Context: an optimization exercise on an open-source flow, tuned for small area. The choices shown serve that exercise and are no tape-out recipe.
Where RTL was checked, it was by simulation tests only, not by an equivalence proof against the original.
The RTL of run 3 was laid out without a check of its function.
Power figures rest on the tool's default switching activity, not on a simulated workload.

<file path="run.sh">
#!/bin/bash
# synth_recipe.tcl (not shown) runs the flow's synth.tcl, then flattens the netlist and writes it again
# the make line also repeats each setting of config.mk as NAME=value (left out here)
make -C /OpenROAD-flow-scripts/flow DESIGN_CONFIG=/design/flow/config.mk WORK_HOME=/design/flow/orfs CLKGATE_MAP_FILE= SYNTH_SCRIPT=/design/flow/synth_recipe.tcl finish
</file>
<file path="config.mk">
export PLATFORM = sky130hd
export DESIGN_NAME = lcdnut_core
export DESIGN_NICKNAME = lcdnut_core
export VERILOG_FILES = /design/flow/design.v
export SDC_FILE = /design/flow/constraint.sdc
export NUM_CORES = 4
export LEC_CHECK = 0
export CAP_MARGIN = 20
export CORE_MARGIN = 2
export CORE_UTILIZATION = 40
export SLEW_MARGIN = 20
</file>
<file path="constraint.sdc">
create_clock -name core_clock -period 10.0 [get_ports {clk}]
set_input_delay 2.0000 -clock core_clock [delete_from_list [all_inputs] [get_ports {clk}]]
set_output_delay 2.0000 -clock core_clock [all_outputs]
set_load 0.01 [all_outputs]
</file>
<file path="design.v">
module lcdnut_core (
    input  wire        clk,
    input  wire        rst,
    input  wire        tick,
    input  wire [8:0]  cfg_prog_len,
    input  wire [15:0] cfg_t_half,
    input  wire [15:0] cfg_t_bit,
    input  wire [15:0] cfg_t_poll,
    input  wire [15:0] cfg_t_setup,
    input  wire [15:0] cfg_t_strobe,
    input  wire [15:0] cfg_t_proc,
    input  wire [15:0] cfg_t_pause,
    input  wire [15:0] cfg_t_pwrup,
    input  wire [2:0]  cfg_pin_rs,
    input  wire [2:0]  cfg_pin_e,
    input  wire [2:0]  cfg_pin_rx,
    input  wire [2:0]  cfg_pin_d0,
    input  wire [2:0]  cfg_pin_d1,
    input  wire [2:0]  cfg_pin_d2,
    input  wire [2:0]  cfg_pin_d3,
    input  wire [7:0]  cfg_cmd_8bit,
    input  wire [7:0]  cfg_cmd_4bit,
    input  wire [7:0]  cfg_cmd_func,
    input  wire [7:0]  cfg_cmd_dispon,
    input  wire [7:0]  cfg_cmd_entry,
    input  wire        cfg_oneshot_high,
    output wire [7:0]  prog_addr,
    input  wire [15:0] prog_data,
    output wire [7:0]  rom_addr,
    input  wire [7:0]  rom_data,
    input  wire [7:0]  pin_i,
    output wire [7:0]  pin_o,
    output wire [7:0]  pin_oe,
    output wire        halted,
    output wire        fault,
    output wire [2:0]  fault_code,
    output wire [8:0]  fault_pc,
    output wire [15:0] fault_word
);
    localparam [2:0] S_FETCH = 3'd0;
    localparam [2:0] S_CHK   = 3'd1;    
    localparam [2:0] S_XN    = 3'd2;    
    localparam [2:0] S_EHI   = 3'd3;
    localparam [2:0] S_ELO   = 3'd4;
    localparam [2:0] S_HUNT  = 3'd5;
    localparam [2:0] S_RX    = 3'd6;
    localparam [2:0] S_FAULT = 3'd7;
    reg [2:0]  state;
    reg [15:0] cnt;
    reg        tk;        
    reg [8:0]  pc;
    reg [7:0]  dir;
    reg [7:0]  out;
    reg [7:0]  rxd;
    reg        rxv;
    reg [8:0]  ra;        
    reg [2:0]  sel;       
    reg        lo;        
    wire [15:0] w   = prog_data;
    wire [3:0]  op  = w[15:12];
    wire [3:0]  fa  = w[11:8];
    wire [7:0]  imm = w[7:0];
    assign prog_addr = pc[7:0];
    assign rom_addr  = ra[7:0];
    assign pin_o     = out;
    assign pin_oe    = dir;
    wire zero = (cnt == 16'd0);
    wire op_pinout = (op == 4'h1);
    wire op_pinin  = (op == 4'h2);
    wire op_delay  = (op == 4'h3);
    wire op_cmd1   = (op == 4'h4);
    wire op_chr    = (op == 4'h6);
    wire op_chrr   = (op == 4'h7);
    wire op_str    = (op == 4'h8);
    wire op_init   = (op == 4'h9);
    wire op_rx     = (op == 4'hA);
    wire op_jmp    = (op == 4'hB);
    wire op_lcd    = (op >= 4'h4) && (op <= 4'h9);
    reg legal;
    always @(*) begin
        case (op)
            4'h1:    legal = !fa[3] && (imm[7:1] == 7'd0);
            4'h2:    legal = !fa[3] && (imm == 8'd0);
            4'h3:    legal = (fa <= 4'd5) && (imm == 8'd0);
            4'h4, 4'h5, 4'h6, 4'h8, 4'hB:
                     legal = (fa == 4'd0);
            4'h7, 4'h9, 4'hA:
                     legal = (fa == 4'd0) && (imm == 8'd0);
            default: legal = 1'b0;
        endcase
    end
    wire in_range = (pc < cfg_prog_len);
    wire [2:0] isel = (state == S_FETCH) ? 3'd6 : sel;
    reg  [2:0] pidx;
    always @(*) begin
        case (isel)
            3'd0: pidx = cfg_pin_d0;
            3'd1: pidx = cfg_pin_d1;
            3'd2: pidx = cfg_pin_d2;
            3'd3: pidx = cfg_pin_d3;
            3'd4: pidx = cfg_pin_rs;
            3'd5: pidx = cfg_pin_e;
            3'd6: pidx = fa[2:0];
            default: pidx = cfg_pin_rx;
        endcase
    end
    wire pdir = dir[pidx];
    wire plev = pin_i[pidx];
    wire [2:0] step = ra[2:0];
    reg  [7:0] cmdb;
    always @(*) begin
        case (step)
            3'd0, 3'd1, 3'd2: cmdb = cfg_cmd_8bit;
            3'd3:    cmdb = cfg_cmd_4bit;
            3'd4:    cmdb = cfg_cmd_func;
            3'd5:    cmdb = cfg_cmd_dispon;
            default: cmdb = cfg_cmd_entry;
        endcase
    end
    wire [7:0] xbyte = op_init ? cmdb :
                       op_str  ? rom_data :
                       op_chrr ? rxd : imm;
    wire two  = op_init ? step[2] : !op_cmd1;
    wire rs   = op_chr | op_chrr | op_str;
    wire hi   = !lo && (two || cfg_oneshot_high);
    wire xval = sel[2] ? rs : xbyte[{hi, sel[1:0]}];
    wire xend = (op_str && (ra[8] || rom_data == 8'd0)) || (op_init && step == 3'd7);
    reg [2:0] dsel;
    reg       ld;
    reg [15:0] dur;
    always @(*) begin
        case (dsel)
            3'd0: dur = cfg_t_half;
            3'd1: dur = cfg_t_bit;
            3'd2: dur = cfg_t_proc;
            3'd3: dur = cfg_t_strobe;
            3'd4: dur = cfg_t_pause;
            3'd5: dur = cfg_t_pwrup;
            3'd6: dur = cfg_t_setup;
            default: dur = cfg_t_poll;
        endcase
    end
    wire [3:0] rstep = ra[3:0];
    reg [2:0] state_n;
    reg [8:0] pc_n;
    reg [8:0] ra_n;
    reg [2:0] sel_n;
    reg       lo_n;
    reg       rxv_n;
    reg       shift;
    reg       we_o, we_d;
    reg       oval;
    always @(*) begin
        state_n = state;
        pc_n    = pc;
        ra_n    = ra;
        sel_n   = sel;
        lo_n    = lo;
        rxv_n   = rxv;
        shift   = 1'b0;
        we_o    = 1'b0;
        we_d    = 1'b0;
        oval    = 1'b0;
        ld      = 1'b0;
        dsel    = 3'd0;
        if (zero) begin
            case (state)
                S_FETCH: begin
                    ra_n = {1'b0, imm};
                    if (!in_range || !legal) begin
                        state_n = S_FAULT;
                    end else if (op_pinout || op_pinin) begin
                        we_d = 1'b1;
                        we_o = op_pinout;
                        oval = w[0];
                        pc_n = pc + 9'd1;
                    end else if (op_delay) begin
                        ld   = 1'b1;
                        dsel = fa[2:0];
                        pc_n = pc + 9'd1;
                    end else if (op_jmp) begin
                        pc_n = {1'b0, imm};
                    end else if (op_rx) begin
                        rxv_n   = 1'b0;
                        sel_n   = 3'd7;
                        state_n = S_HUNT;
                    end else if (op_chrr && !rxv) begin
                        state_n = S_FAULT;
                    end else begin
                        sel_n   = 3'd0;
                        lo_n    = 1'b0;
                        state_n = S_CHK;
                    end
                end
                S_CHK: begin
                    if (!pdir) begin
                        state_n = S_FAULT;
                    end else if (sel == 3'd5) begin
                        sel_n   = 3'd0;
                        state_n = S_XN;
                        ld      = op_init;
                        dsel    = 3'd5;
                    end else begin
                        sel_n = sel + 3'd1;
                    end
                end
                S_XN: begin
                    if (xend) begin
                        if (op_str && ra[8]) begin
                            state_n = S_FAULT;
                        end else begin
                            pc_n    = pc + 9'd1;
                            state_n = S_FETCH;
                        end
                    end else begin
                        we_o  = 1'b1;
                        oval  = xval;
                        sel_n = sel + 3'd1;
                        if (sel == 3'd4) begin
                            ld      = 1'b1;
                            dsel    = 3'd6;
                            state_n = S_EHI;
                        end
                    end
                end
                S_EHI: begin
                    we_o    = 1'b1;
                    oval    = 1'b1;
                    ld      = 1'b1;
                    dsel    = 3'd3;
                    state_n = S_ELO;
                end
                S_ELO: begin
                    we_o    = 1'b1;
                    oval    = 1'b0;
                    ld      = 1'b1;
                    dsel    = 3'd2;
                    if (two && !lo) begin
                        lo_n    = 1'b1;
                        sel_n   = 3'd0;
                        state_n = S_XN;
                    end else if (op_str || op_init) begin
                        lo_n    = 1'b0;
                        sel_n   = 3'd0;
                        ra_n    = ra + 9'd1;
                        state_n = S_XN;
                    end else begin
                        pc_n    = pc + 9'd1;
                        state_n = S_FETCH;
                    end
                end
                S_HUNT: begin
                    if (pdir) begin
                        state_n = S_FAULT;
                    end else if (plev) begin
                        ld   = 1'b1;
                        dsel = 3'd7;
                    end else begin
                        ld      = 1'b1;
                        dsel    = 3'd0;
                        state_n = S_RX;
                    end
                end
                S_RX: begin
                    ra_n = ra + 9'd1;
                    if (rstep == 4'd10) begin
                        rxv_n   = 1'b1;
                        pc_n    = pc + 9'd1;
                        state_n = S_FETCH;
                    end else begin
                        ld    = 1'b1;
                        shift = (rstep <= 4'd8);
                        dsel  = (rstep == 4'd9) ? 3'd0 : 3'd1;
                    end
                end
                default: ;
            endcase
        end
    end
    wire [7:0] pdec = 8'd1 << pidx;
    integer i;
    always @(posedge clk) begin
        tk <= tick;
        if (ld)
            cnt <= dur;
        else if (tk && !zero)
            cnt <= cnt - 16'd1;
        for (i = 0; i < 8; i = i + 1)
            if (we_o && pdec[i]) out[i] <= oval;
        if (shift)
            rxd <= {plev, rxd[7:1]};
        ra  <= ra_n;
        sel <= sel_n;
        lo  <= lo_n;
        if (rst) begin
            state <= S_FETCH;
            cnt   <= 16'd0;
            pc    <= 9'd0;
            dir   <= 8'd0;
            rxv   <= 1'b0;
        end else begin
            state <= state_n;
            pc    <= pc_n;
            rxv   <= rxv_n;
            for (i = 0; i < 8; i = i + 1)
                if (we_d && pdec[i]) dir[i] <= op_pinout;
        end
    end
    assign fault  = (state == S_FAULT);
    assign halted = (state == S_FETCH) && zero && in_range &&
                    (w == {4'hB, 4'h0, pc[7:0]});
    assign fault_pc   = pc;
    assign fault_word = in_range ? w : 16'h0000;
    assign fault_code = !in_range          ? 3'd2 :
                        !legal             ? 3'd1 :
                        (op_chrr && !rxv)  ? 3'd5 :
                        op_rx              ? 3'd4 :
                        (op_str && ra[8])  ? 3'd6 : 3'd3;
endmodule
</file>
==> results of run 1 <==
## kinds of logic after synthesis
kind of cell | Yosys count
xor gates and xnor gates | 34
and+or+nand+nor | 366
AOI/OAI and AO/OA | 283
DFF | 67
muxes | 28
buffers and inverters | 110
adders and majority gates | 21
## through the flow
stage	hold WS, ps	worst slack, ps	power, W	instance area, um^2
global placement	430	2510	0.00170	10000
detailed placement	434	2420	0.00171	10000
global route	465	2250	0.00219	10300
finish	453	2380	0.00206	10300
floorplan	426	4200	0.00134	7120
CTS	453	2430	0.00204	10300
## critical path, stage by stage
cell and delay (ps):
clkdlybuf4s50_1 910, nor4bb_2 1010, nand2_1 120, a311o_1 340, o311ai_1 80, buf_4 240, nand2_1 170, a21oi_1 160
clkdlybuf4s50_1 580
## Yosys cell counts, drive strengths merged (15+ instances only)
library cell | number | area [um^2]
a21boi | 15 | 113
clkbuf | 37 | 139
ha | 20 | 250
nor2 | 73 | 293
buf | 39 | 264
a222oi | 17 | 170
nand3 | 17 | 85.1
and2 | 23 | 146
and3 | 20 | 125
nand2 | 105 | 397
xnor2 | 23 | 201
a211oi | 15 | 125
inv | 33 | 124
edfxtp | 29 | 871
o21ai | 48 | 251
dfxtp | 38 | 761
mux2i | 20 | 200
nor4 | 18 | 176
nor3 | 36 | 200
a21oi | 59 | 299
a31oi | 16 | 100
## cell type report
type / count / area [um^2]
Antenna cell: 1 / 2.50
Multi-Input combinational cell: 732 / 4980
Fill cell: 1658 / 7030
Clock inverter: 5 / 32.5
Clock buffer: 11 / 264
Inverter: 34 / 128
Sequential cell: 67 / 1630
Timing Repair Buffer: 303 / 3010
Tap cell: 225 / 282
## power groups by stage
| stage | registers [W] | clock network, W | logic, W |
|---|---|---|---|
| final | 0.000438 | 0.000322 | 0.00130 |
| after global routing | 0.000447 | 0.000336 | 0.00141 |
| after CTS | 0.000435 | 0.000325 | 0.00128 |
| after detailed placement | 0.000440 | 0 | 0.00127 |
| after global placement | 0.000440 | 0 | 0.00126 |
| after floorplan | 0.000403 | 0 | 0.000939 |
## routing by layer
| layer | vias to the layer above | global-route usage, % | part of all wire [%] |
|---|---|---|---|
| li1 | 3928 | - | - |
| met1 | 3898 | 42.3 | 46 |
| met2 | 358 | 45.9 | 45 |
| met3 | 24 | 6.59 | 8.4 |
| met4 | 0 | 5.67 | 1.2 |
| met5 | - | 0 | 0 |
## flip-flops by register name (all words and copies together), names as in the netlist, 3 cells and up
register / flops
pc: 9
rxd: 8
state: 3
cnt: 16
sel: 3
ra: 9
dir: 8
out: 8
## final timing paths
check	start	to	slack [ps]	cells after the start
worst max register to register	sel[0]	cnt[4]	5280	11
worst min register to register	rxd[2]	rxd[1]	450	0
worst max-delay path	prog_data[12]	fault_code[2]	2380	9
worst min-delay path	rxd[2]	rxd[1]	450	0
==> results.txt, run 1 <==
DIE AREA 18,900 um^2; fin. max-slew vios 0; Sequential Power Share 21.3%; post-layout util 59.5%; post-cts sizing count 0; most frequent cells in the layout 295 x clkdlybuf4s50_1, 104 x nand2_1, 71 x nor2_1; Syn Inst Count 909; Reg clk slew, reported paths 60 ps; Via-to-Cell Ratio 5.96; most common cell after layout, fill and taps aside clkdlybuf4s50_1; Worst setup EP type output port; CTS Buf Count 9; H-tree lvl count 3; CTS max path bufs 2; drt first pass iters 8; hold crit path type reg2reg; maxcap violations 0; combinational family with the most area after synthesis compound AO/OA/AOI/OAI gates; Post-synth EDFFs 29; simple-gate share of the synthesized area 27.7%; average cell area after synthesis 7.83 um^2; Detailed Place HPWL 22,500 um; setup_tns 0 ps; Syn. warnings 1; Power Internal 0.00107 W; placed cells 1,361; port bufs 295; Net Sw Frac 48.1%; gpl congestion 0.925; Setup Buffers After CTS 0; pin count of the biggest net entering global routing 37; vias in the first global route 7,738; final worst path period share 76.2%; Cell Area, Synth 7120 um^2; maximum vdd drop 0.116 mV; Root Driver clkbuf_16; critical path required time 8000 ps; Final Critical Period 7620 ps; GRT overflow 0; CTS tree done; FP Rows 48; Non-Filler Instances 1,378; Horiz. Die Dim 137 um; DRT iter0 DRCs 808; area delta synth->final 45.1%; Die H 137 um; Max Fclk 131 MHz; first-pass GRT wire length 43,300 um; Global Route Usage Sum 29.6%; crit start category input port; XOR/XNOR share of the synthesized area 4.18%; Pwr per Cell Area 199 nW/um^2; Final ANT Viol Nets 0; Fin. Hold Viols 0; Worst Skew 8.90 ps; adder-cell share of the synthesized area 3.65%; mux cell area share after synthesis 4.60%; #FFs+latches synth 67; Crit path arrival time 5620 ps; CTS Sinks 67; DRC viols 0; share of layout cells above drive strength 1 7.12%; drt wl/cell 20.9 um; via count 8,208; Final nets 1,401; worst rel slew slack 24.3%; Final setup violation count 0; routed wire length 28,900 um; Gate power share 63.0%; sequential area share after synthesis 22.9%; leakage 3.80 nW; Least-Margin Pin Slew 1120 ps; RSZ-0062 raised after global routing false; count of cell types in the netlist 101; post-synth net total 1,163; FFs w/ async S/R, synth 0%; Worst-Skew Late Latency 350 ps; initial antenna violation count 0; Top FF cell, synth dfxtp_1; Starting Density 41.0%; status timing/DRC/antenna clean; hold_buf cts 0; Core Area 17,400 um^2; Crit Path Max Fanout 20; Synth Area in Compound Gates 29.5%; Net Sw Power 0.000990 W; critical path class in2out; Clk pwr share 15.7%; Ports 296
==> run 2: changes to the inputs <==
==> flow/run.sh (new file) <==
#!/bin/bash
# Layout flow: the standard flow (standard.sh), with two changes that do
# not touch the design's constraints:
#  - synthesis is the standard flow's own script (synth_recipe.tcl, i.e. ORFS synth.tcl
#    with -nofsm -noshare, flatten and renaming), except that the final ABC
#    technology mapping uses the area-oriented script flow/area.abc; the
#    register mapping (dfflibmap) happens before ABC and is unchanged;
#  - the port buffers that ORFS inserts on every input and output use the
#    smallest buffer cell (buf_1).
# Each tool's output goes to the ORFS logs under orfs/logs; the make output
# goes to standard.log in this folder.
set -euo pipefail
W=$(pwd)
echo 'export BUFFER_PORTS_ARGS = -buffer_cell sky130_fd_sc_hd__buf_1' >> config.mk
sed "s#log_cmd abc {\*}\$abc_args#set abc_args [lreplace \$abc_args 1 1 $W/flow/area.abc]\n  log_cmd abc {*}\$abc_args#" \
    "$FLOW_HOME/scripts/synth.tcl" > "$W/synth_area.tcl"
grep -q "flow/area.abc" "$W/synth_area.tcl"
sed "s#source \$::env(SCRIPTS_DIR)/synth.tcl#source $W/synth_area.tcl#" synth_recipe.tcl > "$W/area_synth.tcl"
grep -q "synth_area.tcl" "$W/area_synth.tcl"
sed "s#SYNTH_SCRIPT=[^ ]*#SYNTH_SCRIPT=$W/area_synth.tcl#" standard.sh > "$W/area_standard.sh"
grep -q "SYNTH_SCRIPT=$W/area_synth.tcl" "$W/area_standard.sh"
bash "$W/area_standard.sh" > standard.log 2>&1
==> flow/area.abc (new file) <==
&get -n
&st
&dch
&nf -R 1000 -p -C 32 -F 8
&put
topo
dnsize -c
==> standard.sh (new file) <==
#!/bin/bash
# synth_recipe.tcl (not shown) runs the flow's synth.tcl, then flattens the netlist and writes it again
# the make line also repeats each setting of config.mk as NAME=value (left out here)
make -C /OpenROAD-flow-scripts/flow DESIGN_CONFIG=/design/flow/config.mk WORK_HOME=/design/flow/orfs CLKGATE_MAP_FILE= SYNTH_SCRIPT=/design/flow/synth_recipe.tcl "${@:-finish}"
--- a/config.mk
+++ b/config.mk
@@ -8,4 +8,6 @@
 export CAP_MARGIN = 20
 export CORE_MARGIN = 2
 export CORE_UTILIZATION = 40
+export CTS_BUF_LIST = sky130_fd_sc_hd__clkbuf_8
 export SLEW_MARGIN = 20
+export BUFFER_PORTS_ARGS = -buffer_cell sky130_fd_sc_hd__buf_1
removed: run.sh
==> run 2 against run 1 <==
Against the previous run:
- utilization shrank 7.3 points
- clock-buffer cell count is 2 lower
- synthesized cell count fell by 18%
- non-clock buffer count rose by 5
- power decreased by 64%
- maximum frequency rose by 18%
- synthesized area is 19% lower
- largest power group is now sequential cells
- worst hold slack improved by 5.1 ps
- still clean on timing, DRC and antenna
- combinational power decreased by 83%
- setup slack better by 1200 ps
==> results.txt, run 2 <==
Fin. Hold Viols 0; via count 7,207; Ports 296; critical path launch point prog_data[14]; Crit path arrival time 6730 ps; initial antenna violation count 0; R2R Setup Slk 4200 ps; Reg area 1630 um^2; area of the multi-input gates 3980 um^2; Max Fclk 155 MHz; critical path required time 10,270 ps; critical-path cell list buf_1, nand2b_1, nor3b_1, nor2_1, nand2_1, a21oi_1, o22ai_1, a22oi_1, nand2b_1, nor4b_1, a221oi_1, nand3_1, nand2b_1, nand2b_1, nor2_1, buf_4, a22oi_1, a41oi_1, nor2_1, nor3_1; maximum vdd drop 0.0480 mV; status timing/DRC/antenna clean; setup_tns 0 ps; Final setup violation count 0; Synth area leader edfxtp_1; final instance area 7330 um^2; post-cts sizing count 0; Via-to-Cell Ratio 5.84; Power Total 0.000734 W; Placed Area 7150 um^2; Final nets 1,304; pin count of the biggest net entering global routing 38; routed wire length 21,700 um; Root Driver clkbuf_8; Worst Skew 9.00 ps; worst rel slew slack 26.2%; post-synth net total 1,001; n_diodes 0; max reg flops 16; DRC viols 0; GRT overflow 0; reg2reg start sel[0]; commonest cells in the synthesized netlist 105 x nor2_1, 66 x o21ai_0, 61 x nand2_1; CP bufs+invs 2; Worst-Skew Late Latency 360 ps; area delta synth->final 26.4%; critical path class in2reg; final worst path period share 64.6%; CTS Sinks 67; share of layout cells above drive strength 1 3.60%; Die H 124 um; H-tree lvl count 3; Top cell by count, worst path nand2b_1; Final Critical Period 6460 ps; Post-synth EDFFs 29; vias in the first global route 6,753; Crit Path Max Fanout 12; number of fill cells 1,484; most common cell after layout, fill and taps aside buf_1; most frequent cells in the layout 294 x buf_1, 105 x nor2_1, 66 x o21ai_0; share of the synthesized area in the top cell type 15.0%; Least-Margin Pin Slew 1100 ps; Top FF cell, synth dfxtp_1; Worst path max stage delay 690 ps; crit start category input port; Pwr per Cell Area 100 nW/um^2; FP Rows 43; CTS tree done; Reg with most FFs cnt; dpl ws 2960 ps; largest registers cnt x16, pc x9, ra x9; port bufs 295; RSZ-0062 raised after global routing false; Cell Area, Synth 5800 um^2; average cell area after synthesis 7.76 um^2; Hold Startpoint rxd[3]; Crit-path slowest cell nor3b_1; most frequent cell after synthesis nor2_1; first-pass GRT wire length 34,500 um; hold crit path type reg2reg; Syn. warnings 1; gpl congestion 0.931; Horiz. Die Dim 124 um; hold_buf cts 0; Global Route Usage Sum 27.0%; count of cell types in the netlist 52; Core Area 14,000 um^2; Setup Buffers After CTS 0; leakage 2.31 nW; Worst setup EP type flip-flop; Starting Density 41.3%; FFs w/ async S/R, synth 0%; Reg clk slew, reported paths 80 ps; cell family with most CP delay simple AND/OR/NAND/NOR gates; ranking of synthesized cells by area edfxtp_1 15%, dfxtp_1 13%, nor2_1 6.8%; #FFs+latches synth 67; DRT iter0 DRCs 558; Detailed Place HPWL 16,700 um; drt first pass iters 7; CTS Buf Count 9; drt wl/cell 17.6 um; Final ANT Viol Nets 0; sequential area share after synthesis 28.1%; Syn Inst Count 747; fin. max-slew vios 0; final worst setup slack 3540 ps; DIE AREA 15,500 um^2; CTS max path bufs 2; maxcap violations 0
==> run 2: cell count changes in the layout (fill, tap and decap cells not counted), sizes merged, moves of 18 or more <==
cell           change
buf              +299
clkdlybuf4s50    -295
nand2             -44
inv               -35
clkinv            +33
nor2              +32
a21oi             -25
a22oi             +24
o21ai             +18
==> run 2: worst paths after layout <==
kind              to  cells after the start
min reg2reg   rxd[2]                      0
max reg2reg  cnt[13]                     18
max          cnt[13]                     20
min           rxd[2]                      0
==> run 2: cells by family (layout without fill, tap and decap cells) <==
family	Yosys count	count (layout)	synth area share [%]
AO/OA/AOI/OAI	248	248	29.8
XOR/XNOR	26	26	3.93
adder cells (fa/ha/maj)	20	20	4.32
buffers and inverters	46	354	4.01
flip-flops	67	67	28.1
multiplexers	8	8	1.40
AND/OR/NAND/NOR	332	332	28.4
==> run 2: cell type report <==
| cell class | instances | share of cell area, % |
|---|---|---|
| Timing Repair Buffer | 308 | 16.5 |
| Sequential cell | 67 | 22.3 |
| Clock inverter | 7 | 0.615 |
| Multi-Input combinational cell | 634 | 54.4 |
| Inverter | 30 | 1.54 |
| Tap cell | 180 | 3.07 |
| Clock buffer | 9 | 1.69 |
==> run 2: power by group <==
group | total (W) | switching (W) | internal [W]
Combinational | 0.000218 | 0.000128 | 0.0000890
Sequential | 0.000312 | 0.0000159 | 0.000296
Clock | 0.000205 | 0.000116 | 0.0000889
==> run 2: metrics by stage <==
step / cells / utilization [%] / hold WS, ps
after floorplan: 747 / - / 426
after global placement: 1219 / 50.9 / 430
after detailed placement: 1219 / 50.9 / 437
after CTS: 1235 / 52.1 / 456
after global routing: 1235 / 52.2 / 466
final: 1235 / 52.2 / 458
==> run 2: per-layer routing <==
layer | GRT usage [%] | vias up | part of all wire [%]
met1 | 34.7 | 3321 | 43
li1 | - | 3546 | -
met2 | 46.5 | 319 | 48
met4 | 7.20 | 0 | 1.5
met3 | 4.68 | 21 | 7.5
met5 | 0 | - | 0
==> run 3: changes to the inputs <==
--- a/design.v
+++ b/design.v
@@ -64,7 +64,39 @@
     assign rom_addr  = ra[7:0];
     assign pin_o     = out;
     assign pin_oe    = dir;
-    wire zero = (cnt == 16'd0);
+    function [8:0] inc9(input [8:0] a);
+        integer k;
+        reg c;
+        begin
+            c = 1'b1;
+            for (k = 0; k < 9; k = k + 1) begin
+                inc9[k] = a[k] ^ c;
+                c = c & a[k];
+            end
+        end
+    endfunction
+    function [15:0] dec16(input [15:0] a, input bin);
+        integer k;
+        reg b;
+        begin
+            b = bin;
+            for (k = 0; k < 16; k = k + 1) begin
+                dec16[k] = a[k] ^ b;
+                b = b & !a[k];
+            end
+        end
+    endfunction
+    function lt9(input [8:0] a, input [8:0] b);
+        integer k;
+        reg l;
+        begin
+            l = 1'b0;
+            for (k = 0; k < 9; k = k + 1)
+                l = (a[k] ^ b[k]) ? b[k] : l;
+            lt9 = l;
+        end
+    endfunction
+    wire zero = !(|cnt);
     wire op_pinout = (op == 4'h1);
     wire op_pinin  = (op == 4'h2);
     wire op_delay  = (op == 4'h3);
@@ -75,13 +107,12 @@
     wire op_init   = (op == 4'h9);
     wire op_rx     = (op == 4'hA);
     wire op_jmp    = (op == 4'hB);
-    wire op_lcd    = (op >= 4'h4) && (op <= 4'h9);
     reg legal;
     always @(*) begin
         case (op)
             4'h1:    legal = !fa[3] && (imm[7:1] == 7'd0);
             4'h2:    legal = !fa[3] && (imm == 8'd0);
-            4'h3:    legal = (fa <= 4'd5) && (imm == 8'd0);
+            4'h3:    legal = !fa[3] && !(fa[2] && fa[1]) && (imm == 8'd0);
             4'h4, 4'h5, 4'h6, 4'h8, 4'hB:
                      legal = (fa == 4'd0);
             4'h7, 4'h9, 4'hA:
@@ -89,7 +120,7 @@
             default: legal = 1'b0;
         endcase
     end
-    wire in_range = (pc < cfg_prog_len);
+    wire in_range = lt9(pc, cfg_prog_len);
     wire [2:0] isel = (state == S_FETCH) ? 3'd6 : sel;
     reg  [2:0] pidx;
     always @(*) begin
@@ -125,22 +156,9 @@
     wire hi   = !lo && (two || cfg_oneshot_high);
     wire xval = sel[2] ? rs : xbyte[{hi, sel[1:0]}];
     wire xend = (op_str && (ra[8] || rom_data == 8'd0)) || (op_init && step == 3'd7);
-    reg [2:0] dsel;
-    reg       ld;
-    reg [15:0] dur;
-    always @(*) begin
-        case (dsel)
-            3'd0: dur = cfg_t_half;
-            3'd1: dur = cfg_t_bit;
-            3'd2: dur = cfg_t_proc;
-            3'd3: dur = cfg_t_strobe;
-            3'd4: dur = cfg_t_pause;
-            3'd5: dur = cfg_t_pwrup;
-            3'd6: dur = cfg_t_setup;
-            default: dur = cfg_t_poll;
-        endcase
-    end
     wire [3:0] rstep = ra[3:0];
+    wire [8:0] pc_inc = inc9(pc);
+    wire [8:0] ra_inc = inc9(ra);
     reg [2:0] state_n;
     reg [8:0] pc_n;
     reg [8:0] ra_n;
@@ -150,6 +168,32 @@
     reg       shift;
     reg       we_o, we_d;
     reg       oval;
+    wire act      = zero;
+    wire st_fetch = (state == S_FETCH);
+    wire st_chk   = (state == S_CHK);
+    wire st_xn    = (state == S_XN);
+    wire st_ehi   = (state == S_EHI);
+    wire st_elo   = (state == S_ELO);
+    wire st_hunt  = (state == S_HUNT);
+    wire st_rx    = (state == S_RX);
+    wire f_delay  = act && st_fetch && in_range && legal && op_delay;
+    wire ld_half   = (f_delay && fa[2:0] == 3'd0) ||
+                     (act && st_hunt && !pdir && !plev) ||
+                     (act && st_rx && rstep == 4'd9);
+    wire ld_bit    = (f_delay && fa[2:0] == 3'd1) ||
+                     (act && st_rx && !(rstep[3] && (rstep[1] || rstep[0])));
+    wire ld_proc   = (f_delay && fa[2:0] == 3'd2) || (act && st_elo);
+    wire ld_strobe = (f_delay && fa[2:0] == 3'd3) || (act && st_ehi);
+    wire ld_pause  = (f_delay && fa[2:0] == 3'd4);
+    wire ld_pwrup  = (f_delay && fa[2:0] == 3'd5) ||
+                     (act && st_chk && pdir && sel == 3'd5 && op_init);
+    wire ld_setup  = act && st_xn && !xend && sel == 3'd4;
+    wire ld_poll   = act && st_hunt && !pdir && plev;
+    wire ld = ld_half | ld_bit | ld_proc | ld_strobe | ld_pause | ld_pwrup | ld_setup | ld_poll;
+    wire [15:0] dur = ({16{ld_half}}   & cfg_t_half)   | ({16{ld_bit}}   & cfg_t_bit)   |
+                      ({16{ld_proc}}   & cfg_t_proc)   | ({16{ld_strobe}} & cfg_t_strobe) |
+                      ({16{ld_pause}}  & cfg_t_pause)  | ({16{ld_pwrup}}  & cfg_t_pwrup)  |
+                      ({16{ld_setup}}  & cfg_t_setup)  | ({16{ld_poll}}   & cfg_t_poll);
     always @(*) begin
         state_n = state;
         pc_n    = pc;
@@ -161,8 +205,6 @@
         we_o    = 1'b0;
         we_d    = 1'b0;
         oval    = 1'b0;
-        ld      = 1'b0;
-        dsel    = 3'd0;
         if (zero) begin
             case (state)
                 S_FETCH: begin
@@ -173,11 +215,9 @@
                         we_d = 1'b1;
                         we_o = op_pinout;
                         oval = w[0];
-                        pc_n = pc + 9'd1;
+                        pc_n = pc_inc;
                     end else if (op_delay) begin
-                        ld   = 1'b1;
-                        dsel = fa[2:0];
-                        pc_n = pc + 9'd1;
+                        pc_n = pc_inc;
                     end else if (op_jmp) begin
                         pc_n = {1'b0, imm};
                     end else if (op_rx) begin
@@ -198,10 +238,8 @@
                     end else if (sel == 3'd5) begin
                         sel_n   = 3'd0;
                         state_n = S_XN;
-                        ld      = op_init;
-                        dsel    = 3'd5;
                     end else begin
-                        sel_n = sel + 3'd1;
+                        sel_n = {sel[2] ^ (sel[1] & sel[0]), sel[1] ^ sel[0], !sel[0]};
                     end
                 end
                 S_XN: begin
@@ -209,16 +247,14 @@
                         if (op_str && ra[8]) begin
                             state_n = S_FAULT;
                         end else begin
-                            pc_n    = pc + 9'd1;
+                            pc_n    = pc_inc;
                             state_n = S_FETCH;
                         end
                     end else begin
                         we_o  = 1'b1;
                         oval  = xval;
-                        sel_n = sel + 3'd1;
+                        sel_n = {sel[2] ^ (sel[1] & sel[0]), sel[1] ^ sel[0], !sel[0]};
                         if (sel == 3'd4) begin
-                            ld      = 1'b1;
-                            dsel    = 3'd6;
                             state_n = S_EHI;
                         end
                     end
@@ -226,15 +262,11 @@
                 S_EHI: begin
                     we_o    = 1'b1;
                     oval    = 1'b1;
-                    ld      = 1'b1;
-                    dsel    = 3'd3;
                     state_n = S_ELO;
                 end
                 S_ELO: begin
                     we_o    = 1'b1;
                     oval    = 1'b0;
-                    ld      = 1'b1;
-                    dsel    = 3'd2;
                     if (two && !lo) begin
                         lo_n    = 1'b1;
                         sel_n   = 3'd0;
@@ -242,10 +274,10 @@
                     end else if (op_str || op_init) begin
                         lo_n    = 1'b0;
                         sel_n   = 3'd0;
-                        ra_n    = ra + 9'd1;
+                        ra_n    = ra_inc;
                         state_n = S_XN;
                     end else begin
-                        pc_n    = pc + 9'd1;
+                        pc_n    = pc_inc;
                         state_n = S_FETCH;
                     end
                 end
@@ -253,24 +285,18 @@
                     if (pdir) begin
                         state_n = S_FAULT;
                     end else if (plev) begin
-                        ld   = 1'b1;
-                        dsel = 3'd7;
                     end else begin
-                        ld      = 1'b1;
-                        dsel    = 3'd0;
                         state_n = S_RX;
                     end
                 end
                 S_RX: begin
-                    ra_n = ra + 9'd1;
+                    ra_n = ra_inc;
                     if (rstep == 4'd10) begin
                         rxv_n   = 1'b1;
-                        pc_n    = pc + 9'd1;
+                        pc_n    = pc_inc;
                         state_n = S_FETCH;
                     end else begin
-                        ld    = 1'b1;
-                        shift = (rstep <= 4'd8);
-                        dsel  = (rstep == 4'd9) ? 3'd0 : 3'd1;
+                        shift = !rstep[3] || (rstep[2:0] == 3'd0);
                     end
                 end
                 default: ;
@@ -278,13 +304,11 @@
         end
     end
     wire [7:0] pdec = 8'd1 << pidx;
+    wire [15:0] cnt_n = rst ? 16'd0 : (dur | ({16{!ld}} & dec16(cnt, tk & !zero)));
     integer i;
     always @(posedge clk) begin
         tk <= tick;
-        if (ld)
-            cnt <= dur;
-        else if (tk && !zero)
-            cnt <= cnt - 16'd1;
+        cnt <= cnt_n;
         for (i = 0; i < 8; i = i + 1)
             if (we_o && pdec[i]) out[i] <= oval;
         if (shift)
@@ -294,7 +318,6 @@
         lo  <= lo_n;
         if (rst) begin
             state <= S_FETCH;
-            cnt   <= 16'd0;
             pc    <= 9'd0;
             dir   <= 8'd0;
             rxv   <= 1'b0;
==> run 3 against run 2 <==
Against the previous run:
- still clean on timing, DRC and antenna
- register-to-register slack got worse by 660 ps
- largest cell class unchanged
- worst hold slack got worse by 15 ps
- combinational power increased to 3.0 times the previous value
- critical endpoint is now fault_code[2]
- clock skew increased by 5.6 ps
- largest power group is now combinational logic
- clock power increased by 13%
- routed wire length decreased by 4.4%
==> results.txt, run 3 <==
Crit path arrival time 5990 ps; critical path class in2out; Global Route Usage Sum 27.6%; largest registers cnt x16, pc x9, ra x9; cell family with most CP delay adder cells; Worst setup EP type output port; Ports 296; Final setup violation count 0; DIE AREA 14,800 um^2; pin count of the biggest net entering global routing 38; commonest cells in the synthesized netlist 98 x nand2_1, 59 x nor2_1, 39 x clkinv_1; critical path required time 8000 ps; DRC viols 0; post-synth net total 950; Fin. Hold Viols 0; FFs w/ async S/R, synth 0%; minimum hold slack 443 ps; Post-synth EDFFs 29; Top FF cell, synth dfxtp_1; via count 6,633; average cell area after synthesis 8.13 um^2; ranking of synthesized cells by area edfxtp_1 16%, dfxtp_1 14%, ha_1 8.2%; first-pass GRT wire length 31,800 um; FP Rows 42; Pwr per Cell Area 184 nW/um^2; Crit-path slowest cell maj3_1; dpl ws 1960 ps; sequential area share after synthesis 29.5%; maxcap violations 0; Detailed Place HPWL 16,200 um; CTS Buf Count 9; hold_buf cts 0; crit start category input port; port bufs 295; Horiz. Die Dim 122 um; post-cts sizing count 0; gpl congestion 0.955; CP bufs+invs 2; Synth area leader edfxtp_1; Worst-Skew Late Latency 370 ps; setup_tns 0 ps; number of fill cells 1,435; area delta synth->final 28.3%; leakage 2.37 nW; Syn Inst Count 680; final worst path period share 79.9%; Final ANT Viol Nets 0; drt wl/cell 17.8 um; Worst Skew 14.6 ps; share of layout cells above drive strength 1 3.94%; Final nets 1,254; Least-Margin Pin Slew 900 ps; maximum vdd drop 0.0882 mV; Max Fclk 125 MHz; final worst setup slack 2010 ps; GRT overflow 0; Top cell by count, worst path maj3_1; Reg clk slew, reported paths 80 ps; fin. max-slew vios 0; vias in the first global route 6,235; critical-path cell list buf_1, nor2b_1, maj3_1, maj3_1, maj3_1, maj3_1, maj3_1, maj3_1, maj3_1, maj3_1, nand2_1, a21oi_1, buf_1; most common cell after layout, fill and taps aside buf_1; Crit Path Max Fanout 24; count of cell types in the netlist 52; Starting Density 41.4%; routed wire length 20,800 um; most frequent cells in the layout 294 x buf_1, 98 x nand2_1, 59 x nor2_1; Via-to-Cell Ratio 5.69; CTS tree done; #FFs+latches synth 67; CTS max path bufs 2; drt first pass iters 10; RSZ-0062 raised after global routing false; CTS Sinks 67; post-layout util 53.1%; hold crit path type reg2reg; share of the synthesized area in the top cell type 15.8%; worst rel slew slack 39.2%; Setup Buffers After CTS 0; most frequent cell after synthesis nand2_1; Root Driver clkbuf_8; Syn. warnings 1; initial antenna violation count 1; Cell Area, Synth 5530 um^2; Final Critical Period 7990 ps; Die H 122 um; Reg with most FFs cnt; status timing/DRC/antenna clean; H-tree lvl count 3; Core Area 13,300 um^2; max reg flops 16; Worst path max stage delay 680 ps; DRT iter0 DRCs 525
[run 3: cell count changes after synthesis, sizes merged, moves of 9 or more]
cell and change:
nor2 -46, o21ai -43, nand2 +37, a22oi -31, nor3 -23, a41oi -16, ha +16, a221oi +13
nand3 +13, xnor2 -13, or3 +12, a31oi +11, clkinv +9, mux2i +9
[run 3: final timing paths]
| path | startpoint | endpoint | slack, ps | cells past startpoint |
|---|---|---|---|---|
| hold reg to reg | rxd[5] | rxd[4] | 440 | 0 |
| setup reg to reg | pc[1] | cnt[5] | 3540 | 16 |
| setup / recovery | cfg_prog_len[0] | fault_code[2] | 2010 | 13 |
| hold / removal | rxd[5] | rxd[4] | 440 | 0 |
[run 3: metal layers]
layer	vias to the layer above	part of all wire, %	track usage [%]	wire length [um]
met5	-	0	0	0
met4	0	1.9	8.19	385
met3	29	7.7	5.48	1600
met2	313	49	46.8	10200
met1	3041	42	35.6	8630
li1	3250	-	-	-
[run 3: worst register-to-register path, cell delays in order, from the launching register on]
cell,delay [ps]
dfxtp_1,430
clkinv_1,170
maj3_1,370
maj3_1,360
maj3_1,360
maj3_1,360
maj3_1,360
maj3_1,360
maj3_1,360
maj3_1,680
nand4_1,450
o41ai_2,90
buf_4,230
or4_1,500
or4_1,770
or3_1,390
a31oi_1,140
[run 3: per-stage QoR]
step | total power, W | instances | instance area, um^2
global route | 0.00141 | 1166 | 7090
finish | 0.00130 | 1166 | 7090
detailed placement | 0.00106 | 1149 | 6880
floorplan | 0.000867 | 680 | 5530
global placement | 0.00106 | 1149 | 6880
CTS | 0.00130 | 1165 | 7070
[run 3: cells by family after synthesis]
logic type / count (synthesis) / share of synthesized area [%]
muxes: 21 / 4.12
buffers and inverters: 55 / 4.82
AOI/OAI and AO/OA: 180 / 23.8
DFF: 67 / 29.5
xor gates and xnor gates: 7 / 1.11
adders and majority gates: 44 / 9.60
and+or+nand+nor: 306 / 27.1
[run 3: where the power goes]
part           total, W  leakage, nW  internal [W]  switching [W]
Sequential     0.000406        0.585      0.000352      0.0000544
Clock          0.000232       0.0970      0.000114       0.000118
Combinational  0.000662         1.69      0.000272       0.000391
Total           0.00130         2.37      0.000738       0.000563
[run 3: layout make-up]
type                    count  area [um^2]  share of cell area [%]
multi-input cells         558         3680                    51.9
flip-flops and latches     67         1630                    23.0
repair buffers            309         1210                    17.1
well taps                 176          220                    3.11
inverters                  39          146                    2.07
clock buffers               9          124                    1.75
clock inverters             7         68.8                   0.971
diodes                      1         2.50                  0.0353
==> run 4: changes to the inputs <==
--- a/design.v
+++ b/design.v
@@ -97,16 +97,18 @@
         end
     endfunction
     wire zero = !(|cnt);
-    wire op_pinout = (op == 4'h1);
-    wire op_pinin  = (op == 4'h2);
-    wire op_delay  = (op == 4'h3);
-    wire op_cmd1   = (op == 4'h4);
-    wire op_chr    = (op == 4'h6);
-    wire op_chrr   = (op == 4'h7);
-    wire op_str    = (op == 4'h8);
-    wire op_init   = (op == 4'h9);
-    wire op_rx     = (op == 4'hA);
-    wire op_jmp    = (op == 4'hB);
+    wire op_low    = !op[3] && !op[2];                  
+    wire op_pinout = op_low && !op[1];
+    wire op_pinin  = op_low && op[1] && !op[0];
+    wire op_delay  = op_low && op[1] && op[0];
+    wire op_ab     = op[3] && op[1];                    
+    wire op_rx     = op_ab && !op[0];
+    wire op_jmp    = op_ab && op[0];
+    wire op_chrr   = op[2] && op[1] && op[0];           
+    wire op_init   = op[3] && op[0];
+    wire op_str    = op[3] && !op[0];
+    wire op_cmd1   = !op[3] && !op[1] && !op[0];
+    wire op_strf   = op[3] && !op[1] && !op[0];
     reg legal;
     always @(*) begin
         case (op)
@@ -151,11 +153,11 @@
     wire [7:0] xbyte = op_init ? cmdb :
                        op_str  ? rom_data :
                        op_chrr ? rxd : imm;
-    wire two  = op_init ? step[2] : !op_cmd1;
-    wire rs   = op_chr | op_chrr | op_str;
+    wire two  = op[3] ? (!op[0] || step[2]) : (op[1] || op[0]);
+    wire rs   = op[3] ? !op[0] : op[1];
     wire hi   = !lo && (two || cfg_oneshot_high);
     wire xval = sel[2] ? rs : xbyte[{hi, sel[1:0]}];
-    wire xend = (op_str && (ra[8] || rom_data == 8'd0)) || (op_init && step == 3'd7);
+    wire xend = op[3] && (op[0] ? (step == 3'd7) : (ra[8] || rom_data == 8'd0));
     wire [3:0] rstep = ra[3:0];
     wire [8:0] pc_inc = inc9(pc);
     wire [8:0] ra_inc = inc9(ra);
@@ -168,7 +170,7 @@
     reg       shift;
     reg       we_o, we_d;
     reg       oval;
-    wire act      = zero;
+    wire act      = zero && !rst;
     wire st_fetch = (state == S_FETCH);
     wire st_chk   = (state == S_CHK);
     wire st_xn    = (state == S_XN);
@@ -179,17 +181,17 @@
     wire f_delay  = act && st_fetch && in_range && legal && op_delay;
     wire ld_half   = (f_delay && fa[2:0] == 3'd0) ||
                      (act && st_hunt && !pdir && !plev) ||
-                     (act && st_rx && rstep == 4'd9);
+                     (act && st_rx && rstep[3] && rstep[0]);
     wire ld_bit    = (f_delay && fa[2:0] == 3'd1) ||
                      (act && st_rx && !(rstep[3] && (rstep[1] || rstep[0])));
     wire ld_proc   = (f_delay && fa[2:0] == 3'd2) || (act && st_elo);
     wire ld_strobe = (f_delay && fa[2:0] == 3'd3) || (act && st_ehi);
     wire ld_pause  = (f_delay && fa[2:0] == 3'd4);
     wire ld_pwrup  = (f_delay && fa[2:0] == 3'd5) ||
-                     (act && st_chk && pdir && sel == 3'd5 && op_init);
-    wire ld_setup  = act && st_xn && !xend && sel == 3'd4;
+                     (act && st_chk && pdir && sel[2] && sel[0] && op_init);
+    wire ld_setup  = act && st_xn && !xend && sel[2];
     wire ld_poll   = act && st_hunt && !pdir && plev;
-    wire ld = ld_half | ld_bit | ld_proc | ld_strobe | ld_pause | ld_pwrup | ld_setup | ld_poll;
+    wire ld = rst | ld_half | ld_bit | ld_proc | ld_strobe | ld_pause | ld_pwrup | ld_setup | ld_poll;
     wire [15:0] dur = ({16{ld_half}}   & cfg_t_half)   | ({16{ld_bit}}   & cfg_t_bit)   |
                       ({16{ld_proc}}   & cfg_t_proc)   | ({16{ld_strobe}} & cfg_t_strobe) |
                       ({16{ld_pause}}  & cfg_t_pause)  | ({16{ld_pwrup}}  & cfg_t_pwrup)  |
@@ -235,7 +237,7 @@
                 S_CHK: begin
                     if (!pdir) begin
                         state_n = S_FAULT;
-                    end else if (sel == 3'd5) begin
+                    end else if (sel[2] && sel[0]) begin
                         sel_n   = 3'd0;
                         state_n = S_XN;
                     end else begin
@@ -244,7 +246,7 @@
                 end
                 S_XN: begin
                     if (xend) begin
-                        if (op_str && ra[8]) begin
+                        if (!op[0] && ra[8]) begin
                             state_n = S_FAULT;
                         end else begin
                             pc_n    = pc_inc;
@@ -254,7 +256,7 @@
                         we_o  = 1'b1;
                         oval  = xval;
                         sel_n = {sel[2] ^ (sel[1] & sel[0]), sel[1] ^ sel[0], !sel[0]};
-                        if (sel == 3'd4) begin
+                        if (sel[2]) begin
                             state_n = S_EHI;
                         end
                     end
@@ -271,7 +273,7 @@
                         lo_n    = 1'b1;
                         sel_n   = 3'd0;
                         state_n = S_XN;
-                    end else if (op_str || op_init) begin
+                    end else if (op[3]) begin
                         lo_n    = 1'b0;
                         sel_n   = 3'd0;
                         ra_n    = ra_inc;
@@ -291,7 +293,7 @@
                 end
                 S_RX: begin
                     ra_n = ra_inc;
-                    if (rstep == 4'd10) begin
+                    if (rstep[3] && rstep[1]) begin
                         rxv_n   = 1'b1;
                         pc_n    = pc_inc;
                         state_n = S_FETCH;
@@ -304,7 +306,7 @@
         end
     end
     wire [7:0] pdec = 8'd1 << pidx;
-    wire [15:0] cnt_n = rst ? 16'd0 : (dur | ({16{!ld}} & dec16(cnt, tk & !zero)));
+    wire [15:0] cnt_n = dur | ({16{!ld}} & dec16(cnt, tk & !zero));
     integer i;
     always @(posedge clk) begin
         tk <= tick;
@@ -338,5 +340,5 @@
                         !legal             ? 3'd1 :
                         (op_chrr && !rxv)  ? 3'd5 :
                         op_rx              ? 3'd4 :
-                        (op_str && ra[8])  ? 3'd6 : 3'd3;
+                        (op_strf && ra[8]) ? 3'd6 : 3'd3;
 endmodule
--- a/config.mk
+++ b/config.mk
@@ -5,9 +5,10 @@
 export SDC_FILE = /design/flow/constraint.sdc
 export NUM_CORES = 4
 export LEC_CHECK = 0
-export CAP_MARGIN = 20
+export CAP_MARGIN = 0
 export CORE_MARGIN = 2
 export CORE_UTILIZATION = 40
 export CTS_BUF_LIST = sky130_fd_sc_hd__clkbuf_8
-export SLEW_MARGIN = 20
+export GPL_TIMING_DRIVEN = 0
+export SLEW_MARGIN = 0
 export BUFFER_PORTS_ARGS = -buffer_cell sky130_fd_sc_hd__buf_1
==> run 4 against run 3 <==
Against the previous run:
- final cell count decreased by 2.1%
- sequential cell count unchanged
- non-clock buffer count rose by 9
- largest cell class unchanged
- maximum frequency is 1.1% lower
- power shrank 5.4%
- critical path type is now in2reg
- setup slack worse by 87 ps
- still clean on timing, DRC and antenna
==> results.txt, run 4 <==
most used routing layer met2; DRT iter0 DRCs 521; crit start category input port; hold crit path type reg2reg; GRT met2 Usage 45.1%; worst rel slew slack 7.94%; Via-to-Cell Ratio 5.73; Setup Buffers After CTS 0; Pwr per Cell Area 176 nW/um^2; largest registers cnt x16, pc x9, ra x9; Power Total 0.00123 W; Final nets 1,229; CTS max path bufs 2; Cell Area, Synth 5370 um^2; pin count of the biggest net entering global routing 25; gpl congestion 0.940; maximum vdd drop 0.0824 mV; most common cell after layout, fill and taps aside buf_1; final worst path period share 80.8%; vias in the first global route 6,027; Crit path arrival time 8340 ps; via count 6,546; area of the multi-input gates 3520 um^2; Post-synth EDFFs 29; average cell area after synthesis 8.29 um^2; Top FF cell, synth dfxtp_1; CTS Buf Count 9; n_diodes 0; #FFs+latches synth 67; Starting Density 40.7%; most frequent cells in the layout 295 x buf_1, 87 x nand2_1, 48 x nor2_1; critical path class in2reg; Worst Skew 15.7 ps; DRC viols 0; M1 GR Usage 37.0%; port bufs 295; FFs w/ async S/R, synth 0%; H-tree lvl count 3; Crit Path Max Fanout 22; maxcap violations 0; Reg clk slew, reported paths 70 ps; Final setup violation count 0; share of layout cells above drive strength 1 4.97%; Reg area 1630 um^2; Die H 120 um; share of the synthesized area in the top cell type 16.2%; DIE AREA 14,400 um^2; Fin. Hold Viols 0; Global Route Usage Sum 27.6%; initial antenna violation count 0; Worst-Skew Late Latency 350 ps; Final Critical Period 8080 ps; Worst setup EP type flip-flop; CTS tree done; Root Driver clkbuf_8; Final ANT Viol Nets 0; Synth area leader edfxtp_1; Least-Margin Pin Slew 1370 ps; RSZ-0062 raised after global routing false; Reg with most FFs cnt; most frequent cell after synthesis nand2_1; post-cts sizing count 0; FP Rows 42; setup_tns 0 ps; M3 GR Usage 4.90%; Ports 296; ranking of synthesized cells by area edfxtp_1 16%, dfxtp_1 14%, ha_1 7.9%; fin. max-slew vios 0; hold_buf cts 0; Syn Inst Count 648; count of cell types in the netlist 48; routed wire length 20,500 um; first-pass GRT wire length 31,400 um; GRT overflow 0; status timing/DRC/antenna clean; Core Area 13,200 um^2; commonest cells in the synthesized netlist 87 x nand2_1, 48 x nor2_1, 40 x a21oi_1, 40 x clkinv_1, 38 x dfxtp_1; area delta synth->final 30.5%; critical path required time 10,270 ps; Syn. warnings 1; post-synth net total 916; leakage 2.29 nW; Detailed Place HPWL 16,300 um; CTS Sinks 67; drt wl/cell 17.9 um; Max Fclk 124 MHz; drt first pass iters 7; sequential area share after synthesis 30.4%; Horiz. Die Dim 120 um; max reg flops 16; number of fill cells 1,361
[run 4: changes by cell type after synthesis, moves of 11 or more]
cell,delta
nand4_1,+12
or3_1,-15
nand3_1,-19
nor2_1,-11
a31oi_1,-12
nand2_1,-11
o22ai_1,+15
[run 4: cell families after synthesis]
kind of cell | Yosys count | synth area share [%]
xor gates and xnor gates | 5 | 0.815
DFF | 67 | 30.4
adders and majority gates | 42 | 9.41
buffers and inverters | 56 | 5.03
muxes | 18 | 3.98
AOI/OAI and AO/OA | 199 | 26.5
and+or+nand+nor | 261 | 23.9
[run 4: worst max-delay path: stages]
cell,delay (ps)
buf_1,70
nor2b_1,120
maj3_1,360
maj3_1,360
maj3_1,360
maj3_1,360
maj3_1,380
maj3_1,360
maj3_1,360
maj3_1,670
nand4_1,200
or4_1,340
o221ai_2,440
or4_1,610
or4_1,510
or3_1,570
o21ai_0,250
[run 4: power by group]
part	internal, W	switching (W)	total [W]
logic	0.000233	0.000348	0.000582
registers	0.000349	0.0000597	0.000409
clock network	0.000138	0.000102	0.000240
[run 4: area by class of cell]
class                      instances  area share, %
buffer                            16           1.71
clock buffer                       9           1.77
clock inverter                     7           1.23
inverter                          40           2.14
multi-input combinational        525           50.3
sequential                        67           23.3
tap                              176           3.14
timing repair buffer             302           16.5
[run 4: metrics by stage]
step	worst slack (ps)	hold slack [ps]	std cells	cell area (um^2)	utilization [%]
after floorplan	2320	419	648	5370	-
after global placement	1280	433	1119	6700	50.8
after detailed placement	1590	434	1125	6780	51.4
after CTS	1940	455	1141	6990	53.0
after global routing	1530	461	1142	7010	53.1
final	1920	459	1142	7010	53.1
[run 4: final timing paths]
path	startpoint	endpoint	slack [ps]	depth (start not counted)
worst min-delay path	rxd[1]	rxd[0]	460	0
worst min register to register	rxd[1]	rxd[0]	460	0
worst max register to register	pc[0]	cnt[5]	3200	16
worst max-delay path	cfg_prog_len[0]	cnt[5]	1920	17
[run 4: per-layer routing]
metal  up-vias  wire [um]
met4         0        532
li1       3195          -
met2       344       9660
met1      2960       8570
met5         -          0
met3        47       1700
==> run 5: changes to the inputs <==
--- a/config.mk
+++ b/config.mk
@@ -5,10 +5,9 @@
 export SDC_FILE = /design/flow/constraint.sdc
 export NUM_CORES = 4
 export LEC_CHECK = 0
-export CAP_MARGIN = 0
+export CAP_MARGIN = 20
 export CORE_MARGIN = 2
 export CORE_UTILIZATION = 40
 export CTS_BUF_LIST = sky130_fd_sc_hd__clkbuf_8
-export GPL_TIMING_DRIVEN = 0
-export SLEW_MARGIN = 0
+export SLEW_MARGIN = 20
 export BUFFER_PORTS_ARGS = -buffer_cell sky130_fd_sc_hd__buf_1
==> run 5 against run 4 <==
Against the previous run:
- first-iteration DRC count fell by 9.2%
- worst hold slack got worse by 3.4 ps
- die area did not move
- synthesized cell count did not move
- cell area fell by 1.1%
- power fell by 2.3%
- synthesized area did not move
- final cell count fell by 0.70%
- routed wire length rose by 2.0%
- non-clock buffer count fell by 8
- critical path type is now in2out
- largest power group unchanged
==> results.txt, run 5 <==
status timing/DRC/antenna clean; Max Fclk 125 MHz; FFs w/ async S/R, synth 0%; critical path required time 8000 ps; setup_tns 0 ps; #FFs+latches synth 67; share of the synthesized area in the top cell type 16.2%; ranking of synthesized cells by area edfxtp_1 16%, dfxtp_1 14%, ha_1 7.9%; Least-Margin Pin Slew 1070 ps; largest registers cnt x16, pc x9, ra x9; hold_buf cts 0; Setup Buffers After CTS 0; R2R Setup Slk 3270 ps; DIE AREA 14,400 um^2; final worst setup slack 1980 ps; reg2reg start pc[0]; H-tree lvl count 3; Worst-Skew Late Latency 350 ps; Ports 296; n_diodes 0; drt wl/cell 18.4 um; Final Critical Period 8020 ps; sequential area share after synthesis 30.4%; initial antenna violation count 0; number of fill cells 1,346; CP bufs+invs 2; area of the multi-input gates 3520 um^2; Synth area leader edfxtp_1; critical path class in2out; Syn. warnings 1; CTS Buf Count 9; Die H 120 um; maxcap violations 0; Critical Path Stages 13; routed wire length 20,900 um; port bufs 295; DRT iter0 DRCs 473; drt first pass iters 7; Reg clk slew, reported paths 70 ps; leakage 2.24 nW; Final ANT Viol Nets 0; fin. max-slew vios 0; hold crit path type reg2reg; Reg area 1630 um^2; DRC viols 0; crit start category input port; final worst path period share 80.2%; CTS tree done; Starting Density 40.7%; Syn Inst Count 648; Hold Startpoint rxd[4]; Worst path max stage delay 660 ps; Core Area 13,200 um^2; Worst Skew 8.85 ps; FP Rows 42; commonest cells in the synthesized netlist 87 x nand2_1, 48 x nor2_1, 40 x a21oi_1, 40 x clkinv_1, 38 x dfxtp_1; Worst setup EP type output port; post-cts sizing count 0; Top cell by count, worst path maj3_1; max reg flops 16; Crit-path slowest cell maj3_1; dpl ws 1710 ps; worst rel slew slack 27.7%; Cell Area, Synth 5370 um^2; RSZ-0062 raised after global routing false; first-pass GRT wire length 32,200 um; Worst R2R End cnt[1]; Power Total 0.00120 W; Detailed Place HPWL 16,400 um; share of layout cells above drive strength 1 3.76%; Crit Path Max Fanout 22; Root Driver clkbuf_8; via count 6,602; CTS max path bufs 2; most frequent cells in the layout 295 x buf_1, 87 x nand2_1, 47 x nor2_1; worst reg2reg path depth 16; area delta synth->final 29.1%; WHS Path Cells 0; Non-Filler Instances 1,134; most common cell after layout, fill and taps aside buf_1; average cell area after synthesis 8.29 um^2; pin count of the biggest net entering global routing 25; cell family with most CP delay adder cells; Via-to-Cell Ratio 5.82; Final setup violation count 0; CTS Sinks 67; gpl congestion 0.988; Final nets 1,221; Global Route Usage Sum 28.3%; placed cells 1,118; Fin. Hold Viols 0; most frequent cell after synthesis nand2_1; Pwr per Cell Area 174 nW/um^2; post-synth net total 916; Top FF cell, synth dfxtp_1; critical-path cell list buf_1, nor2b_1, maj3_1, maj3_1, maj3_1, maj3_1, maj3_1, maj3_1, maj3_1, maj3_1, nand2_1, a21oi_1, buf_1; hold endpoint rxd[3]; maximum vdd drop 0.0807 mV; Post-synth EDFFs 29; vias in the first global route 6,241; Horiz. Die Dim 120 um; Reg with most FFs cnt; GRT overflow 0; Crit path arrival time 6020 ps; count of cell types in the netlist 48
==> run 5: report_power, final <==
part / internal, W / switching, W
clock: 0.000118 / 0.000104
sequential: 0.000349 / 0.0000582
combinational: 0.000220 / 0.000354
total: 0.000687 / 0.000516
==> run 5: worst max path at each step <==
stage	startpoint	endpoint
after detailed placement	cfg_prog_len[0]	cnt[15]
after floorplan	cfg_prog_len[0]	cnt[15]
after global placement	cfg_prog_len[0]	cnt[4]
final	cfg_prog_len[0]	fault_code[2]
after global routing	cfg_prog_len[0]	cnt[1]
after CTS	cfg_prog_len[0]	fault_code[2]
==> run 5: metal layers <==
layer / up-vias / routed length [um] / track usage [%] / part of all wire, %
li1: 3171 / - / - / -
met4: 0 / 552 / 11.5 / 2.6
met5: - / 0 / 0 / 0
met2: 335 / 9940 / 45.9 / 48
met1: 3055 / 8610 / 37.3 / 41
met3: 41 / 1760 / 5.18 / 8.5
==> run 5: cells by family (layout without fill, tap and decap cells) <==
| family | after synthesis | count (layout) | share of synthesized area (%) |
|---|---|---|---|
| adder cells (fa/ha/maj) | 42 | 42 | 9.41 |
| multiplexers | 18 | 18 | 3.98 |
| AO/OA/AOI/OAI | 199 | 199 | 26.5 |
| AND/OR/NAND/NOR | 261 | 261 | 23.9 |
| XOR/XNOR | 5 | 5 | 0.815 |
| flip-flops | 67 | 67 | 30.4 |
| buffers and inverters | 56 | 366 | 5.03 |
==> run 5: area by class of cell <==
type / instances / share of cell area (%)
multi-input combinational: 525 / 50.8
sequential: 67 / 23.5
timing repair buffer: 310 / 17.6
tap: 176 / 3.18
inverter: 40 / 2.17
clock buffer: 10 / 1.99
clock inverter: 6 / 0.722
==> run 5: through the flow <==
| stage | util (%) | cell area (um^2) | hold slack, ps |
|---|---|---|---|
| 2_1_floorplan | - | 5370 | 419 |
| 3_3_place_gp | 51.0 | 6720 | 430 |
| 3_5_place_dp | 51.0 | 6730 | 434 |
| 4_1_cts | 52.5 | 6920 | 452 |
| 5_1_grt | 52.6 | 6930 | 462 |
| 6_report | 52.6 | 6930 | 455 |
==> run 6: changes to the inputs <==
==> flow/run.sh (replaced) <==
#!/bin/bash
# Layout flow: the standard flow (standard.sh) with these changes, none of
# which touches the design's constraints (clock, I/O delays, loads):
#  - synthesis is the standard flow's own script (synth_recipe.tcl: ORFS synth.tcl with
#    -nofsm -noshare, then flatten and renaming), except that the final ABC
#    technology mapping uses the area-oriented script flow/area.abc; the
#    register mapping (dfflibmap) happens before ABC and is unchanged;
#  - flow/extra.mk is appended to config.mk: the port buffers that ORFS puts
#    on every input and output use the smallest buffer cell (buf_1), and
#    the clock tree options.
# Each tool's output goes to the ORFS logs under orfs/logs; the make output
# goes to standard.log in this folder.
set -euo pipefail
W=$(pwd)
cat flow/extra.mk >> config.mk
sed "s#log_cmd abc {\*}\$abc_args#set abc_args [lreplace \$abc_args 1 1 $W/flow/area.abc]\n  log_cmd abc {*}\$abc_args#" \
    "$FLOW_HOME/scripts/synth.tcl" > "$W/synth_area.tcl"
grep -q "flow/area.abc" "$W/synth_area.tcl"
sed "s#source \$::env(SCRIPTS_DIR)/synth.tcl#source $W/synth_area.tcl#" synth_recipe.tcl > "$W/area_synth.tcl"
grep -q "synth_area.tcl" "$W/area_synth.tcl"
sed "s#SYNTH_SCRIPT=[^ ]*#SYNTH_SCRIPT=$W/area_synth.tcl#" standard.sh > "$W/area_standard.sh"
grep -q "SYNTH_SCRIPT=$W/area_synth.tcl" "$W/area_standard.sh"
bash "$W/area_standard.sh" > standard.log 2>&1
==> flow/area.abc (replaced) <==
&get -n
&st
&deepsyn -T 30
&dch
&nf -R 1000 -p -C 32 -F 8
&put
topo
dnsize -c
==> flow/extra.mk (new file) <==
export BUFFER_PORTS_ARGS = -buffer_cell sky130_fd_sc_hd__buf_1
export CTS_ARGS = -sink_clustering_enable -repair_clock_nets -buf_list sky130_fd_sc_hd__clkbuf_8 -dont_use_dummy_load
--- a/config.mk
+++ b/config.mk
@@ -8,6 +8,6 @@
 export CAP_MARGIN = 20
 export CORE_MARGIN = 2
 export CORE_UTILIZATION = 40
-export CTS_BUF_LIST = sky130_fd_sc_hd__clkbuf_8
 export SLEW_MARGIN = 20
 export BUFFER_PORTS_ARGS = -buffer_cell sky130_fd_sc_hd__buf_1
+export CTS_ARGS = -sink_clustering_enable -repair_clock_nets -buf_list sky130_fd_sc_hd__clkbuf_8 -dont_use_dummy_load
==> run 6 against run 5 <==
Against the previous run:
- die area shrank 3.8%
- synthesized area fell by 3.9%
- routed wire length rose by 1.2%
- clock power down 22%
- maximum frequency is 25% higher
- final cell count decreased by 2.7%
- synthesized cell count fell by 2.2%
- via count decreased by 2.0%
- critical endpoint is now halted
==> results.txt, run 6 <==
DRC viols 0; CTS max path bufs 2; maximum vdd drop 0.0635 mV; post-cts sizing count 0; Worst-Skew Late Latency 350 ps; Worst Setup EP halted; Critical Path Stages 11; Syn. warnings 1; dpl ws 3630 ps; largest registers cnt x16, pc x9, ra x9; drt wl/cell 19.1 um; critical path launch point prog_data[15]; share of the synthesized area in the top cell type 16.9%; post-synth net total 902; fin. max-slew vios 0; RSZ-0062 raised after global routing false; critical-path cell list buf_1, nor2_1, a21oi_1, o22ai_1, a32oi_1, nor3_1, nand2_1, nor2_1, nand2_1, nor4_1, buf_1; Worst path max stage delay 400 ps; Post-synth EDFFs 29; reg2reg start cnt[8]; GRT overflow 0; Crit-path slowest cell nor2_1; cell family with most CP delay simple AND/OR/NAND/NOR gates; #FFs+latches synth 67; Worst setup EP type output port; Detailed Place HPWL 16,900 um; Starting Density 40.9%; Via-to-Cell Ratio 5.87; DRT iter0 DRCs 635; initial antenna violation count 1; vias in the first global route 6,227; Core Area 12,600 um^2; Fin. Hold Viols 0; gpl congestion 0.946; Setup Buffers After CTS 0; Cell Area, Synth 5160 um^2; Final nets 1,199; final worst path period share 64.3%; critical path required time 8000 ps; average cell area after synthesis 8.14 um^2; Final Critical Period 6430 ps; port bufs 295; most frequent cells in the layout 295 x buf_1, 82 x nand2_1, 52 x nor2_1; drt first pass iters 7; final instance area 6560 um^2; setup_tns 0 ps; maxcap violations 0; Pwr per Cell Area 187 nW/um^2; Least-Margin Pin Slew 1090 ps; share of layout cells above drive strength 1 2.05%; commonest cells in the synthesized netlist 82 x nand2_1, 52 x nor2_1, 50 x o21ai_0; R2R Setup Slk 5210 ps; Die H 118 um; Reg clk slew, reported paths 70 ps; CTS Buf Count 9; Final setup violation count 0; Worst Skew 19.2 ps; most common cell after layout, fill and taps aside buf_1; sequential area share after synthesis 31.6%; status timing/DRC/antenna clean; CTS Sinks 67; pin count of the biggest net entering global routing 21; FP Rows 41; first-pass GRT wire length 32,700 um; Placed Area 6430 um^2; post-layout util 52.0%; worst rel slew slack 27.3%; CTS tree done; final worst setup slack 3570 ps; count of cell types in the netlist 50; DIE AREA 13,800 um^2; CP bufs+invs 2; crit start category input port; hold crit path type reg2reg; FFs w/ async S/R, synth 0%; most frequent cell after synthesis nand2_1; hold_buf cts 0; Worst R2R End cnt[15]; number of fill cells 1,321; Crit Path Max Fanout 17; area delta synth->final 27.2%; critical path class in2out; ranking of synthesized cells by area edfxtp_1 17%, dfxtp_1 15%, ha_1 8.2%; Root Driver clkbuf_8; H-tree lvl count 3; Synth area leader edfxtp_1; max reg flops 16; Max Fclk 156 MHz; Horiz. Die Dim 118 um; worst reg2reg path depth 20; Final ANT Viol Nets 0; leakage 2.22 nW; Crit path arrival time 4430 ps; Global Route Usage Sum 29.4%; Reg with most FFs cnt; routed wire length 21,100 um; Syn Inst Count 634; via count 6,472; Top FF cell, synth dfxtp_1; Ports 296
==> run 6: cell types whose count changed after synthesis, sizes merged, moves of 11 or more <==
cell	change
nand4	-23
o21ai	+20
a22oi	+15
a21oi	-16
nor2b	-11
nand3	+14
==> run 6: area by class of cell <==
type | count | area [um^2] | share of cell area, %
multi-input combinational | 505 | 3250 | 49.6
antenna | 2 | 5.00 | 0.0763
clock buffer | 9 | 124 | 1.89
timing repair buffer | 302 | 1160 | 17.7
inverter | 46 | 173 | 2.63
tap | 172 | 215 | 3.28
sequential | 67 | 1630 | 24.9
==> run 6: power breakdown <==
group,internal (W),total (W),switching [W]
registers,0.000355,0.000414,0.0000590
logic,0.000225,0.000640,0.000415
clock network,0.0000802,0.000174,0.0000938
total,0.000661,0.00123,0.000568
==> run 6: cell families after synthesis <==
logic type,after synthesis,share of synthesized area [%]
AO/OA/AOI/OAI,224,31.6
XOR/XNOR,6,1.02
adder cells (fa/ha/maj),34,8.24
buffers and inverters,62,5.67
flip-flops,67,31.6
multiplexers,1,0.218
AND/OR/NAND/NOR,240,21.7
==> run 6: how the worst min path moves through the flow <==
stage	start	end	slack [ps]	cells past startpoint
2_1_floorplan	rxd[2]	rxd[1]	420	0
3_3_place_gp	rxd[6]	rxd[5]	440	0
3_5_place_dp	rxd[2]	rxd[1]	440	0
4_1_cts	rxd[2]	rxd[1]	460	0
5_1_grt	rxd[2]	rxd[1]	480	0
6_report	rxd[2]	rxd[1]	460	0
==> run 6: routing by layer <==
metal  GRT usage, %  part of all wire [%]  wire (um)  vias to the layer above
met4           10.1                   2.3        487                        0
met3           4.22                   6.3       1340                       33
met2           53.3                    51      10700                      302
met1           35.6                    41       8610                     3054
li1               -                     -          -                     3083
met5              0                     0          0                        -
==> run 6: stage by stage <==
step / std cells / power, W / hold slack [ps]
detailed placement: 1092 / 0.00105 / 441
floorplan: 634 / 0.000830 / 421
global placement: 1092 / 0.00105 / 443
finish: 1103 / 0.00123 / 458
global route: 1102 / 0.00133 / 476
CTS: 1101 / 0.00123 / 459

==> afterwards: timing with drivers on the ports <==
How much do the figures lean on ideal ports? The routed layouts below were timed once more, with nothing changed but the port constraints. Step 1, drivers: a clkbuf_16 drives clk and a buf_2 each remaining input, both assumed. Step 2 also shifts input and output timing later by t, the mid clock arrival at the registers, as if the neighbouring blocks saw the same clock. a / b / c = ideal / step 1 / step 2; a / b = the first two.
run	t, ns	setup slack, ns
run 1	0.386	2.379 / 2.339 / 2.339
run 2	0.386	3.542 / 3.555 / 3.170
run 3	0.406	2.011 / 1.990 / 1.942
run 4	0.382	1.924 / 1.906 / 1.560
run 5	0.380	1.978 / 1.959 / 1.655
run 6	0.381	3.570 / 3.546 / 3.546
After both steps every run listed still meets setup and hold.
